From an optimization exercise on the open Yosys and OpenROAD flow, aimed at small area, a short achievable clock period and few clock cycles per item; shortcuts taken in it are not production practice. Function was checked by simulation only, so behaviour that the tests miss may differ from the original.

### config.mk
export PLATFORM = sky130hd
export DESIGN_NAME = strumok_core
export DESIGN_NICKNAME = strumok_core
export VERILOG_FILES = /design/flow/design.v
export SDC_FILE = /design/flow/constraint.sdc
export NUM_CORES = 4
export LEC_CHECK = 0
export CAP_MARGIN = 20
export CORE_MARGIN = 2
export CORE_UTILIZATION = 35
export SLEW_MARGIN = 20
### constraint.sdc
create_clock -name core_clock -period 15.0 [get_ports {clk}]
set_input_delay 3.0000 -clock core_clock [delete_from_list [all_inputs] [get_ports {clk}]]
set_output_delay 3.0000 -clock core_clock [all_outputs]
set_load 0.01 [all_outputs]
### design.v
module strumok_core (
    input  wire        clk,
    input  wire        rst,
    input  wire        in_valid,
    output wire        in_ready,
    input  wire [63:0] in_data,
    output reg         out_valid,
    input  wire        out_ready,
    output reg  [63:0] out_data
);
    localparam [63:0] C_AM  = 64'h9E3779B97F4A7C15;
    localparam [63:0] C_AMI = 64'hC2B2AE3D27D4EB4F;
    localparam [63:0] C_DIF = 64'h165667B19E3779F9;
    function [63:0] mul_alpha(input [63:0] w);
        mul_alpha = {w[55:0], 8'h00} ^ ({56'd0, w[63:56]} * C_AM);
    endfunction
    function [63:0] mul_alpha_inv(input [63:0] w);
        mul_alpha_inv = {8'h00, w[63:8]} ^ ({56'd0, w[7:0]} * C_AMI);
    endfunction
    function [63:0] diffuse(input [63:0] w);
        integer i;
        reg [63:0] acc;
        begin
            acc = 64'd0;
            for (i = 0; i < 8; i = i + 1)
                acc = acc ^ (({53'd0, i[2:0], w[8*i +: 8]} + 64'd1) * C_DIF);
            diffuse = acc;
        end
    endfunction
    localparam [7:0] ST_OK      = 8'h00;
    localparam [7:0] ST_BADKEY  = 8'h01;
    localparam [7:0] ST_BADIV   = 8'h02;
    localparam [7:0] ST_ILLEGAL = 8'h03;
    localparam [7:0] ST_NOINST  = 8'h04;
    localparam [7:0] ST_BADBLK  = 8'h05;
    localparam [3:0] OP_INIT  = 4'h1;
    localparam [3:0] OP_REKEY = 4'h2;
    localparam [3:0] OP_GEN   = 4'h3;
    localparam [3:0] OP_CRYPT = 4'h4;
    localparam [2:0] S_IDLE    = 3'd0;
    localparam [2:0] S_PAYLOAD = 3'd1;
    localparam [2:0] S_LOAD    = 3'd2;
    localparam [2:0] S_SCHED   = 3'd3;
    localparam [2:0] S_DONE    = 3'd4;
    localparam [2:0] S_RUN     = 3'd5;
    reg  [2:0]  state;
    reg         keyed;        
    reg         k512;         
    reg         is_init;      
    reg         is_crypt;     
    reg  [3:0]  wcnt;         
    reg  [4:0]  scnt;         
    reg  [63:0] keyw [0:7];
    reg  [63:0] ivw  [0:3];
    reg  [63:0] s    [0:15];
    reg  [63:0] r1, r2;
    wire [3:0] op    = in_data[3:0];
    wire [3:0] rsv   = in_data[7:4];
    wire [7:0] klen  = in_data[15:8];
    wire [7:0] ivlen = in_data[23:16];
    wire [7:0] dlen  = in_data[31:24];
    reg  [7:0] dec_status;
    always @(*) begin
        dec_status = ST_OK;
        if (rsv != 4'd0)
            dec_status = ST_ILLEGAL;
        else case (op)
            OP_INIT:
                if (dlen != 8'd0)                         dec_status = ST_ILLEGAL;
                else if (klen != 8'd32 && klen != 8'd64)  dec_status = ST_BADKEY;
                else if (ivlen != 8'd32)                  dec_status = ST_BADIV;
            OP_REKEY:
                if (klen != 8'd0 || dlen != 8'd0)         dec_status = ST_ILLEGAL;
                else if (!keyed)                          dec_status = ST_NOINST;
                else if (ivlen != 8'd32)                  dec_status = ST_BADIV;
            OP_GEN:
                if (klen != 8'd0 || ivlen != 8'd0 || dlen != 8'd0) dec_status = ST_ILLEGAL;
                else if (!keyed)                          dec_status = ST_NOINST;
            OP_CRYPT:
                if (klen != 8'd0 || ivlen != 8'd0)        dec_status = ST_ILLEGAL;
                else if (!keyed)                          dec_status = ST_NOINST;
                else if (dlen != 8'd128)                  dec_status = ST_BADBLK;
            default:
                dec_status = ST_ILLEGAL;
        endcase
    end
    wire        sched   = (state == S_SCHED);
    wire [63:0] fb      = (r1 + s[15]) ^ r2;
    wire [63:0] nv      = mul_alpha(s[0]) ^ s[13] ^ mul_alpha_inv(s[11]) ^ (sched ? fb : 64'd0);
    wire [63:0] r1_next = r2 + s[13];
    wire [63:0] r2_next = diffuse(r1);
    wire [63:0] z       = (r1_next + nv) ^ r2_next ^ s[1];
    wire [63:0] y       = is_crypt ? (z ^ in_data) : z;
    function [63:0] ks_entry(input [63:0] kw, input comp, input [63:0] v);
        ks_entry = (comp ? ~kw : kw) ^ v;
    endfunction
    reg [63:0] ld [0:15];
    always @(*) begin
        if (!k512) begin
            ld[0]  = ks_entry(keyw[3], 1'b0, ivw[0]);
            ld[1]  = ks_entry(keyw[2], 1'b0, 64'd0);
            ld[2]  = ks_entry(keyw[1], 1'b0, ivw[1]);
            ld[3]  = ks_entry(keyw[0], 1'b0, ivw[2]);
            ld[4]  = ks_entry(keyw[3], 1'b0, 64'd0);
            ld[5]  = ks_entry(keyw[2], 1'b0, ivw[3]);
            ld[6]  = ks_entry(keyw[1], 1'b1, 64'd0);
            ld[7]  = ks_entry(keyw[0], 1'b1, 64'd0);
            ld[8]  = ks_entry(keyw[3], 1'b0, 64'd0);
            ld[9]  = ks_entry(keyw[2], 1'b0, 64'd0);
            ld[10] = ks_entry(keyw[1], 1'b1, 64'd0);
            ld[11] = ks_entry(keyw[0], 1'b0, 64'd0);
            ld[12] = ks_entry(keyw[3], 1'b0, 64'd0);
            ld[13] = ks_entry(keyw[2], 1'b1, 64'd0);
            ld[14] = ks_entry(keyw[1], 1'b0, 64'd0);
            ld[15] = ks_entry(keyw[0], 1'b1, 64'd0);
        end else begin
            ld[0]  = ks_entry(keyw[7], 1'b0, ivw[0]);
            ld[1]  = ks_entry(keyw[6], 1'b0, 64'd0);
            ld[2]  = ks_entry(keyw[5], 1'b0, 64'd0);
            ld[3]  = ks_entry(keyw[4], 1'b0, ivw[1]);
            ld[4]  = ks_entry(keyw[3], 1'b0, 64'd0);
            ld[5]  = ks_entry(keyw[2], 1'b0, ivw[2]);
            ld[6]  = ks_entry(keyw[1], 1'b0, 64'd0);
            ld[7]  = ks_entry(keyw[0], 1'b1, 64'd0);
            ld[8]  = ks_entry(keyw[4], 1'b0, ivw[3]);
            ld[9]  = ks_entry(keyw[6], 1'b1, 64'd0);
            ld[10] = ks_entry(keyw[5], 1'b0, 64'd0);
            ld[11] = ks_entry(keyw[7], 1'b1, 64'd0);
            ld[12] = ks_entry(keyw[3], 1'b0, 64'd0);
            ld[13] = ks_entry(keyw[2], 1'b0, 64'd0);
            ld[14] = ks_entry(keyw[1], 1'b1, 64'd0);
            ld[15] = ks_entry(keyw[0], 1'b0, 64'd0);
        end
    end
    wire out_free = !out_valid || out_ready;
    assign in_ready = (state == S_IDLE)    ? out_free :
                      (state == S_PAYLOAD) ? 1'b1 :
                      (state == S_RUN)     ? (is_crypt && out_free) :
                                             1'b0;
    wire cmd_fire  = (state == S_IDLE) && in_valid && out_free;
    wire pay_fire  = (state == S_PAYLOAD) && in_valid;
    wire run_step  = (state == S_RUN) && out_free && (!is_crypt || in_valid);
    wire step_en   = sched || run_step;
    wire [3:0] nkw = k512 ? 4'd8 : 4'd4;
    integer j;
    always @(posedge clk) begin
        if (pay_fire) begin
            if (is_init && wcnt < nkw)
                keyw[wcnt[2:0]] <= in_data;
            else
                ivw[wcnt[1:0]] <= in_data;    
        end
        if (state == S_LOAD) begin
            for (j = 0; j < 16; j = j + 1)
                s[j] <= ld[j];
            r1 <= 64'd0;
            r2 <= 64'd0;
        end else if (step_en) begin
            for (j = 0; j < 15; j = j + 1)
                s[j] <= s[j+1];
            s[15] <= nv;
            r1 <= r1_next;
            r2 <= r2_next;
        end
    end
    always @(posedge clk) begin
        if (rst) begin
            state     <= S_IDLE;
            keyed     <= 1'b0;
            k512      <= 1'b0;
            is_init   <= 1'b0;
            is_crypt  <= 1'b0;
            wcnt      <= 4'd0;
            scnt      <= 5'd0;
            out_valid <= 1'b0;
            out_data  <= 64'd0;
        end else begin
            if (out_valid && out_ready)
                out_valid <= 1'b0;
            case (state)
                S_IDLE: if (cmd_fire) begin
                    wcnt <= 4'd0;
                    scnt <= 5'd0;
                    if (dec_status != ST_OK) begin
                        out_valid <= 1'b1;
                        out_data  <= {56'd0, dec_status};
                    end else if (op == OP_INIT) begin
                        is_init <= 1'b1;
                        k512    <= (klen == 8'd64);
                        state   <= S_PAYLOAD;
                    end else if (op == OP_REKEY) begin
                        is_init <= 1'b0;
                        state   <= S_PAYLOAD;
                    end else begin
                        is_crypt  <= (op == OP_CRYPT);
                        out_valid <= 1'b1;
                        out_data  <= {56'd0, ST_OK};
                        state     <= S_RUN;
                    end
                end
                S_PAYLOAD: if (pay_fire) begin
                    wcnt <= wcnt + 4'd1;
                    if (wcnt == (is_init ? nkw + 4'd3 : 4'd3))
                        state <= S_LOAD;
                end
                S_LOAD:
                    state <= S_SCHED;
                S_SCHED: begin
                    scnt <= scnt + 5'd1;
                    if (scnt == 5'd31)
                        state <= S_DONE;
                end
                S_DONE: if (out_free) begin
                    keyed     <= 1'b1;
                    out_valid <= 1'b1;
                    out_data  <= {56'd0, ST_OK};
                    state     <= S_IDLE;
                end
                S_RUN: if (run_step) begin
                    out_valid <= 1'b1;
                    out_data  <= y;
                    scnt      <= scnt + 5'd1;
                    if (scnt == 5'd15)
                        state <= S_IDLE;
                end
                default:
                    state <= S_IDLE;
            endcase
        end
    end
endmodule
### run.sh
#!/bin/bash
# synth_recipe.tcl (not shown) runs the flow's synth.tcl, then flattens the netlist and writes it again
# the make line also repeats each setting of config.mk as NAME=value (left out here)
make -C /OpenROAD-flow-scripts/flow DESIGN_CONFIG=/design/flow/config.mk WORK_HOME=/design/flow/orfs CLKGATE_MAP_FILE= SYNTH_SCRIPT=/design/flow/synth_recipe.tcl finish
==> metrics.yaml <==
outcome:
  status: "timing/DRC/antenna clean"
floorplan:
  num_io_pins: 134
  core_um2: 532000
  rows: 268
  die_y_um: 734
  initial_core_util_pct: 35.1
  die_x_um: 734
  dieArea_um2: 539000
grt:
  antenna_found_initial: 45
  grt_pass1_vias: 140287
  grt_overflow: 0
  grt.total_usage_pct: 30.2
  grt_max_degree: 194
  grt_pass1_wl_um: 1140000
clock_tree:
  clkSinkCount: 2001
  hold_buffers: 0
  cts_tree: "built"
  clock_latency_ns: 0.97
  cts_resized: 0
  clockBufferDepth: 4
  cts_setup_buffers: 0
  clockRootBuffer: "clkbuf_16"
  cts_buffers: 211
  cts_max_level: 4
  cts.clk_slew.worst_paths_ns: 0.07
logic_synthesis:
  synthTopCellsByCount: "2570 x inv_1, 1797 x xnor2_1, 1792 x edfxtp_1, 1680 x nand2_1, 1679 x fa_1"
  synth_compound_area_share_pct: 12.6
  synthXorXnorAreaFrac_pct: 12.0
  synth_top_family_by_area: "adder cells"
  synth.area.top_cells: "edfxtp_1 29%, fa_1 18%, ha_1 11%, xnor2_1 8.4%, inv_1 5.2%"
  syn_area_um2: 187000
  synth-edff-count: 1792
  synthMuxAreaShare_pct: 0.446
  yosys.area_share.adder_pct: 28.9
  synth_most_common_cell: "inv_1"
  yosys.area.top_type: "edfxtp_1"
  ys_ff_latch: 2001
  netlist.area_leader.share_pct: 28.8
  synth_cell_type_count: 109
  synth_cells: 18716
  synth-warning-count: 3
  yosysSeqAreaShare_pct: 31.1
  yosys.area_share.simple_pct: 8.70
  synthArstFlopShare_pct: 0
  synth_area_per_cell_um2: 9.97
  syn-num-nets: 22085
  synthFlopType: "edfxtp_1"
timing:
  fin_crit_sh_pct: 86.6
  final.setup_skew_ns: 0.138
  setup_viol: 0
  worst_pin_slew_ns: 1.42
  whs_ns: 0.448
  period_needed_ns: 13.00
  setup_ws_ns: 2.00
  fmax_mhz: 77.0
  hold_viol: 0
  drv_slew: 0
  slew_headroom_pct: 5.17
  rsz0062_at_grt: "no"
drt:
  drt_pass1_iterations: 6
  drtIter0Drc: 15836
  wl_per_cell_um: 32.0
  drc_errors: 0
  num_vias: 142432
  viasPerCell: 5.49
  antenna_left: 0
  totalWireLength_um: 831000
min_path:
  hp-start: "s[10][17]$_DFFE_PP_"
  holdPathEnd: "s[9][17]$_DFFE_PP_"
  hold_depth: 2
  hold_class: "reg2reg"
worst_setup_path:
  crit_arrival_ns: 13.83
  worstReg2RegStart: "r1[56]$_SDFFE_PP0P_"
  path_delay_family: "compound AO/OA/AOI/OAI gates"
  cp_num_buf_inv: 3
  crit_fanout: 11
  critical_path_class: "reg2reg"
  rrSetupSlack_ns: 2.00
  rr_worst_depth: 29
  crit_slowest_cell: "dfxtp_1"
  cp_common_cell: "fa_1"
  cp_slowest_stage_delay_ns: 1.06
  end_kind: "flop"
  worstPathRequired_ns: 15.83
  critPathLaunchType: "flop"
  r2r-end: "out_data[37]$_SDFFE_PP0P_"
layout:
  nets: 22120
  drive_above_1_share_pct: 3.93
  area_growth_pct: 9.39
  fin_util_pct: 38.4
  instances_no_fill: 25960
placement:
  hpwl_um: 694000
  io_buffers: 133
  dp.cells: 25558
  pre_cts_ws_ns: 2.64
  routabilityCongestion: 1.08
job:
  max_cap_viol_count: 0
## cells in the final DEF, fill, tap and decap left out, types with 22 or more instances in the layout
| cell | instances |
|---|---|
| nand4_1 | 108 |
| and4_1 | 23 |
| o21ai_0 | 972 |
| clkdlybuf4s50_1 | 132 |
| nand3_1 | 243 |
| xor2_1 | 689 |
| nand2b_1 | 99 |
| mux2i_1 | 73 |
| o211ai_1 | 54 |
| xnor2_2 | 32 |
| o21bai_1 | 118 |
| nor3_1 | 76 |
| a21oi_1 | 1389 |
| inv_1 | 2568 |
| or2_2 | 22 |
| a21o_1 | 604 |
| nand2_1 | 1678 |
| clkinv_2 | 38 |
| a211oi_1 | 67 |
| clkbuf_16 | 215 |
| clkinv_1 | 30 |
| bufinv_16 | 23 |
| fa_1 | 1679 |
| xnor2_1 | 1766 |
| and3_1 | 101 |
| edfxtp_1 | 1792 |
| a22oi_1 | 27 |
| nor2_1 | 1103 |
| o31ai_1 | 37 |
| dfxtp_1 | 206 |
| o21a_1 | 88 |
| and2_1 | 38 |
| o21ai_1 | 113 |
| a31oi_1 | 152 |
| nor2b_1 | 146 |
| or3_1 | 26 |
| buf_4 | 251 |
| ha_1 | 1622 |
| clkbuf_1 | 41 |
## cells by family after synthesis
group,Yosys count
AND/OR/NAND/NOR,3756
multiplexers,82
adder cells (fa/ha/maj),3301
AO/OA/AOI/OAI,3914
buffers and inverters,3147
XOR/XNOR,2515
flip-flops,2001
## how the worst max path moves through the flow
| stage | startpoint | endpoint | slack, ns | depth (start not counted) |
|---|---|---|---|---|
| 3_3_place_gp | r1[56]$_SDFFE_PP0P_ | out_data[37]$_SDFFE_PP0P_ | 1.86 | 29 |
| 2_1_floorplan | in_valid | s[0][0]$_DFFE_PP_ | -4.44 | 5 |
| 4_1_cts | r1[56]$_SDFFE_PP0P_ | out_data[37]$_SDFFE_PP0P_ | 2.59 | 29 |
| 3_5_place_dp | r1[56]$_SDFFE_PP0P_ | out_data[37]$_SDFFE_PP0P_ | 2.64 | 29 |
| 6_report | r1[56]$_SDFFE_PP0P_ | out_data[37]$_SDFFE_PP0P_ | 2.00 | 29 |
| 5_1_grt | r1[56]$_SDFFE_PP0P_ | out_data[37]$_SDFFE_PP0P_ | 2.20 | 29 |
## final cells by class
type	instances	area [um^2]
Fill cell	53067	328000
Clock inverter	124	1290
Antenna cell	16	40.0
Timing Repair Buffer	397	3470
Sequential cell	2001	58000
Multi-Input combinational cell	13568	117000
Tap cell	7020	8780
Inverter	2572	9670
Clock buffer	262	5620
## worst min-delay path, stage by stage (launching register included)
cell      delay [ns]
edfxtp_1        0.32
nand2_1         0.04
o21ai_0         0.06
## state kept, by name, summed over array words and instances, names as in the netlist
register	cells
state	3
r2	64
r1	64
is_crypt	1
s	1024
is_init	1
keyw	512
wcnt	4
scnt	5
out_valid	1
ivw	256
k512	1
out_data	64
keyed	1
## stage by stage
stage / instance area (um^2) / setup TNS (ns)
2_1_floorplan: 187000 / -4550.94
3_3_place_gp: 197000 / 0
3_5_place_dp: 197000 / 0
4_1_cts: 204000 / 0
5_1_grt: 204000 / 0
6_report: 204000 / 0
## per-layer routing
metal	track usage [%]	part of all wire [%]	vias to the layer above
met4	15.9	6.5	34
met3	4.77	7.5	1277
met1	40.2	41	72307
met2	47.4	45	6108
li1	-	-	62706
met5	0	0.026	-
Testbench counts, summed over its fixed seeds: cycles 8,080, blocks 392.

## re-timing with driven ports
In the flow no input, the clock included, has a driving cell. The finished layout below was timed again as built, in two steps.
Step 1, drivers: a clkbuf_16 drives clk and a buf_2 each remaining input, both assumed.
Step 2 times the ports against the registers' clock, not the clock port: input delays grow and output delays shrink by t, the midpoint of the rising clock arrivals with the driver on.
a / b / c = ideal / step 1 / step 2; a / b = the first two.
t (ns): 1.004
slack for setup (ns): 2.005 / 2.005 / 2.005
hold WS [ns]: 0.448 / 0.448 / 0.448
latest minus earliest clock arrival (ns): 0.141 / 0.141
slew at the worst register clock pin (ns): 0.08 / 0.08
After both steps this run still meets setup and hold. The setup slack of this run moves by 0.000 ns with the drivers and by 0.000 ns with both steps.
